Background: an optimization exercise with open tools, aiming at small area, a short achievable clock period and few clock cycles. Do not read the settings as production practice.
RTL that was checked went through simulation tests only; none was proved equivalent to the original.

JK:
## oac_core
module oac_core (
    input  wire        clk,
    input  wire        rst,           
    input  wire [31:0] stack_init,    
    output reg         mem_req,
    output reg         mem_we,
    output reg  [6:0]  mem_addr,
    output wire [31:0] mem_wdata,
    input  wire        mem_ready,
    input  wire [31:0] mem_rdata,
    output wire        halted,
    output wire        faulted,
    output reg  [2:0]  fault_kind,
    output wire [31:0] fault_value,
    output wire [31:0] fault_addr,
    input  wire [3:0]  dbg_idx,
    output wire [31:0] dbg_data
);
Size: about 2,100 cells after synthesis, ~310 flip-flops, about 0.021 sq mm of cells after synthesis.
clock: 12.0 ns
lec_check: 0
cap_margin: 20
core_margin: 2
core_utilization: 40
cts_buf_list: sky130_fd_sc_hd__clkbuf_8
cts_cluster_size: 20
setup_slack_margin: 5
slew_margin: 20
tns_end_percent: 0
standard.sh (not shown) runs the stock make flow with config.mk's settings and CLKGATE_MAP_FILE= SYNTH_SCRIPT=/design/flow/synth_recipe.tcl, a recipe that flattens the netlist after the stock synthesis.
==> flow/flow/run.sh <==
#!/bin/bash
# Standard layout, with plain buf_1 cells as the port buffers (ORFS otherwise
# picks clkdlybuf4s50_1, a slow delay cell), and timing repair aiming at a setup slack of 6 ns. Each ORFS step keeps its
# own log under orfs/logs; make's output goes to flow_make.log.
set -euo pipefail
bash standard.sh "BUFFER_PORTS_ARGS=-buffer_cell sky130_fd_sc_hd__buf_1" "SETUP_SLACK_MARGIN=6" finish > flow_make.log 2>&1
Testbench counts of JK, summed over its fixed seeds: cycles 40,193.
Inputs modified between JK and MS:
Settings: CTS_CLUSTER_SIZE no longer set, was 20; TNS_END_PERCENT no longer set, was 0; CTS_BUF_LIST no longer set, was sky130_fd_sc_hd__clkbuf_8.
==> flow/flow/run.sh <==
#!/bin/bash
# Standard layout, with plain buf_1 cells as the port buffers (ORFS otherwise
# picks clkdlybuf4s50_1, a slow delay cell). Each ORFS step keeps its own log
# under orfs/logs; make's output goes to flow_make.log.
set -euo pipefail
bash standard.sh "BUFFER_PORTS_ARGS=-buffer_cell sky130_fd_sc_hd__buf_1" finish > flow_make.log 2>&1
==> summary.txt <==
- Min actual transition at the worst max-transition pin across JK and MS: JK
- In the reports for JK and MS, the smaller worst slack after detailed placement belongs to MS.
- Comparing JK and MS, the lower layout-stage area growth over the synthesis result was measured on MS.
- Area of combinational cells with multiple inputs for MS is lower than for JK.
- When MS is set beside JK, its final cell count without fillers turns out to be 76 smaller.

* * *

oac_core again, from the RTL that the note above started with.
==> flow/config.mk <==
export PLATFORM = sky130hd
export DESIGN_NAME = oac_core
export DESIGN_NICKNAME = oac_core
export VERILOG_FILES = /design/flow/design.v
export SDC_FILE = /design/flow/constraint.sdc
export NUM_CORES = 4
export LEC_CHECK = 0
export CAP_MARGIN = 20
export CORE_MARGIN = 2
export CORE_UTILIZATION = 40
export SETUP_SLACK_MARGIN = 5
export SLEW_MARGIN = 20
export TNS_END_PERCENT = 0
==> flow/constraint.sdc <==
create_clock -name core_clock -period 12.0 [get_ports {clk}]
set_input_delay 2.4000 -clock core_clock [delete_from_list [all_inputs] [get_ports {clk}]]
set_output_delay 2.4000 -clock core_clock [all_outputs]
set_load 0.01 [all_outputs]
==> flow/flow/run.sh <==
#!/bin/bash
# Standard layout, with plain buf_1 cells as the port buffers (ORFS otherwise
# picks clkdlybuf4s50_1, a slow delay cell), and timing repair aiming at a setup slack of 6 ns. Each ORFS step keeps its
# own log under orfs/logs; make's output goes to flow_make.log.
set -euo pipefail
bash standard.sh "BUFFER_PORTS_ARGS=-buffer_cell sky130_fd_sc_hd__buf_1" "SETUP_SLACK_MARGIN=6" finish > flow_make.log 2>&1
The baseline ran to the end with no violations.
Testbench counts at the start, summed over its fixed seeds: cycles 40,193.
Edit:
ABC_AREA = 1   (was not set)
CTS_BUF_LIST = sky130_fd_sc_hd__clkbuf_8   (was not set)
CTS_CLUSTER_SIZE = 20   (was not set)
Effect: The changed run produced a clean layout; critical path depth is unchanged; utilization falls by 0.93 points; area after synthesis rises by a little under a tenth; global-route usage rises by 0.86 points; routed wire length rises by roughly a tenth.
Edit:
==> flow/flow/run.sh (replaced) <==
#!/bin/bash
# Standard layout, with plain buf_1 cells as the port buffers (ORFS otherwise
# picks clkdlybuf4s50_1, a slow delay cell), and timing repair aiming at a setup slack of 8 ns. Each ORFS step keeps its
# own log under orfs/logs; make's output goes to flow_make.log.
set -euo pipefail
bash standard.sh "BUFFER_PORTS_ARGS=-buffer_cell sky130_fd_sc_hd__buf_1" "SETUP_SLACK_MARGIN=8" finish > flow_make.log 2>&1
ABC_AREA = not set   (was 1)
The new run passed the timing, DRC and antenna checks.
Worst setup slack is worse by 54 ps.
Routed wire length drops by roughly a tenth.
Design area came out lower by a little under a tenth.
Core utilization came out lower by 0.21 points.
Count of clock-buffer cells in the layout came out lower by 2.
Cell count went down by about a fifth.
Worst hold slack loses 190 ps.
Area after synthesis falls by a little under a tenth.
Sequential share of layout area rises by 2.8 points.
Edit:
==> flow/flow/run.sh (replaced) <==
#!/bin/bash
# Standard layout, with plain buf_1 cells as the port buffers (ORFS otherwise
# picks clkdlybuf4s50_1, a slow delay cell), and timing repair aiming at a setup slack of 7 ns. Each ORFS step keeps its
# own log under orfs/logs; make's output goes to flow_make.log.
set -euo pipefail
bash standard.sh "BUFFER_PORTS_ARGS=-buffer_cell sky130_fd_sc_hd__buf_1" "SETUP_SLACK_MARGIN=7" finish > flow_make.log 2>&1
CTS_BUF_LIST = not set   (was sky130_fd_sc_hd__clkbuf_8)
CTS_CLUSTER_SIZE = not set   (was 20)
Die area stays the same.
Sequential share of layout area is lower by 0.32 points.
Final cell count is lower by 0.91%.
Hold slack gets worse by 8.9 ps.
Synthesized cell count is unchanged.
Synthesized area does not change.

* * *

alpha:
oac_core again, from the RTL that the note above started with.
## oac_core
module oac_core (
    input  wire        clk,
    input  wire        rst,           
    input  wire [31:0] stack_init,    
    output reg         mem_req,
    output reg         mem_we,
    output reg  [6:0]  mem_addr,
    output wire [31:0] mem_wdata,
    input  wire        mem_ready,
    input  wire [31:0] mem_rdata,
    output wire        halted,
    output wire        faulted,
    output reg  [2:0]  fault_kind,
    output wire [31:0] fault_value,
    output wire [31:0] fault_addr,
    input  wire [3:0]  dbg_idx,
    output wire [31:0] dbg_data
);
export LEC_CHECK = 0
export CAP_MARGIN = 20
export CORE_MARGIN = 2
export CORE_UTILIZATION = 40
export CTS_BUF_LIST = sky130_fd_sc_hd__clkbuf_8
export CTS_CLUSTER_SIZE = 20
export SETUP_SLACK_MARGIN = 5
export SLEW_MARGIN = 20
export TNS_END_PERCENT = 0
create_clock -name core_clock -period 12.0 [get_ports {clk}]
==> flow/flow/run.sh <==
#!/bin/bash
# Standard layout, with plain buf_1 cells as the port buffers (ORFS otherwise
# picks clkdlybuf4s50_1, a slow delay cell), and timing repair aiming at a setup slack of 7 ns. Each ORFS step keeps its
# own log under orfs/logs; make's output goes to flow_make.log.
set -euo pipefail
bash standard.sh "BUFFER_PORTS_ARGS=-buffer_cell sky130_fd_sc_hd__buf_1" "SETUP_SLACK_MARGIN=7" finish > flow_make.log 2>&1
alpha: no failed stages, no open violations at the end
Testbench counts of alpha, summed over its fixed seeds: cycles 40,193.
Modified inputs, beta compared to alpha
Settings: CTS_BUF_LIST now sky130_fd_sc_hd__clkbuf_4, was sky130_fd_sc_hd__clkbuf_8; CTS_CLUSTER_SIZE no longer set, was 20.
==> comparison <==
Final wirelength (lower): alpha
Higher least setup slack across all paths after layout was reported by beta, not alpha.
beta -> alpha: multi-input combinational cell count delta 0, exact match
Looking at slowest stage cell on the critical path, the a222oi_1 result is from beta; the buf_6 one comes from alpha.

* * *

== juniper ==
oac_core, a different RTL version from the one above (not shown whole).
Size: about 300 flip-flops, roughly 210 I/O pins, ~21000 µm² of cells after synthesis.
// oac_core
module oac_core (
    input  wire        clk,
    input  wire        rst,           
    input  wire [31:0] stack_init,    
    output reg         mem_req,
    output reg         mem_we,
    output reg  [6:0]  mem_addr,
    output wire [31:0] mem_wdata,
    input  wire        mem_ready,
    input  wire [31:0] mem_rdata,
    output wire        halted,
    output wire        faulted,
    output reg  [2:0]  fault_kind,
    output wire [31:0] fault_value,
    output wire [31:0] fault_addr,
    input  wire [3:0]  dbg_idx,
    output wire [31:0] dbg_data
);
clock: 12.0 ns
lec_check: 0
cap_margin: 20
core_margin: 2
core_utilization: 40
setup_slack_margin: 3
slew_margin: 20
run.sh (not shown) runs the stock make flow with config.mk's settings and CLKGATE_MAP_FILE= SYNTH_SCRIPT=/design/flow/synth_recipe.tcl, a recipe that flattens the netlist after the stock synthesis.
Stock flow here: none of the scripts above is used.
The inputs of xenon differ from those of juniper as listed below.
Settings: SETUP_SLACK_MARGIN: 3 -> 5.
- Minimum clock period, juniper and xenon: larger value in juniper
- Compared to juniper, xenon reaches a higher achievable clock.
- xenon ended with more count of buffers not belonging to the clock network in the layout than juniper.
- As far as setup TNS goes, juniper and xenon are indistinguishable; the numbers are identical.
- xenon vs juniper — final area climbed by a little under 10%
- Looking at count of nets after finishing, xenon sits 107 higher than juniper does.
- Comparing xenon with juniper, the number of routed nets with antenna violations came out essentially unchanged.
- Looking only at worst-case headroom to the max-slew limit, and setting everything else aside, the higher value of juniper and xenon goes to xenon.
- xenon ended with every stage complete and zero timing, DRC or antenna violations.
- Share of synthesized area occupied by flip-flops and latches: juniper vs xenon identical
Function was not checked in any run of this note: the RTL went through the layout flow alone.

* * *

the reference run:
Another version of the RTL of oac_core (not shown whole).
For scale: about 2100 cells after synthesis, roughly 310 flip-flops, about 210 I/O pins.
Settings: LEC_CHECK=0, CAP_MARGIN=20, CORE_MARGIN=2, CORE_UTILIZATION=40, CTS_BUF_LIST=sky130_fd_sc_hd__clkbuf_4, SETUP_SLACK_MARGIN=5, SLEW_MARGIN=20, TNS_END_PERCENT=0; clock period 12.0 ns.
standard.sh (not shown) runs the stock make flow with config.mk's settings and CLKGATE_MAP_FILE= SYNTH_SCRIPT=/design/flow/synth_recipe.tcl, a recipe that flattens the netlist after the stock synthesis.
Scripts as last shown in full above: flow/flow/run.sh
The reference run closes out successfully: all stages finished, all timing, DRC and antenna checks passed.
#### Input delta (the trial run over the reference run)
Settings: TNS_END_PERCENT: 0 -> unset; CTS_BUF_LIST: sky130_fd_sc_hd__clkbuf_4 -> unset.
==> flow/flow/run.sh <==
#!/bin/bash
# Standard layout, with plain buf_1 cells as the port buffers (ORFS otherwise
# picks clkdlybuf4s50_1, a slow delay cell). Each ORFS step keeps its own log
# under orfs/logs; make's output goes to flow_make.log.
set -euo pipefail
bash standard.sh "BUFFER_PORTS_ARGS=-buffer_cell sky130_fd_sc_hd__buf_1" finish > flow_make.log 2>&1
==> summary.txt <==
- The higher hold slack of the trial run and the reference run is in the trial run.
- Count of clock-buffer cells in the layout for the trial run: 76 down relative to the reference run
- Post-route clock period utilization: the trial run and the reference run compared, lower one is the reference run
- Summary of the trial run over the reference run: layout-stage area growth over the synthesis result went down 0.28 points, worst setup slack has decreased.
Function was not checked in any run of this note: the RTL went through the layout flow alone.

## static timing again, ports no longer ideal
The results above use ideal ports. As a check the final layouts listed here were re-extracted and re-timed, cells and wires unchanged. Step 1 assumes that a clkbuf_16 drives the clock port and a buf_2 every other input. Step 2 also shifts input and output timing later by t, the mid clock arrival at the registers, as if the neighbouring blocks saw the same clock. Three values: ideal ports, drivers, drivers and shift; two values: the first two.
| run | shift t [ns] | slack for setup (ns) | hold slack, ns |
|---|---|---|---|
| JK | 0.742 | 5.573 / 5.534 / 4.964 | 0.448 / 0.448 / 0.448 |
| MS | 0.639 | 5.040 / 5.017 / 4.821 | 0.449 / 0.449 / 0.449 |
| the first run of note 2 | 0.637 | 5.528 / 5.486 / 5.054 | 0.448 / 0.448 / 0.448 |
| the second run of note 2 | 0.738 | 5.654 / 5.589 / 5.144 | 0.654 / 0.654 / 0.654 |
| the third run of note 2 | 0.744 | 5.600 / 5.559 / 5.041 | 0.463 / 0.463 / 0.463 |
| the fourth run of note 2 | 0.635 | 5.601 / 5.552 / 5.101 | 0.454 / 0.454 / 0.454 |
| alpha | 0.744 | 5.600 / 5.559 / 5.041 | 0.463 / 0.463 / 0.463 |
| beta | 0.875 | 5.622 / 5.575 / 4.875 | 0.459 / 0.459 / 0.459 |
| juniper | 0.635 | 3.131 / 3.170 / 2.535 | 0.455 / 0.455 / 0.455 |
| xenon | 0.637 | 4.102 / 4.116 / 3.479 | 0.454 / 0.454 / 0.454 |
| the reference run | 0.879 | 5.332 / 5.312 / 4.519 | 0.465 / 0.465 / 0.465 |
| the trial run | 0.621 | 5.114 / 5.092 / 4.629 | 0.479 / 0.479 / 0.479 |
After both steps every run listed still meets setup and hold. The setup slack of the reference run, which loses most, moves by -0.020 ns with the drivers and by -0.813 ns with both steps.
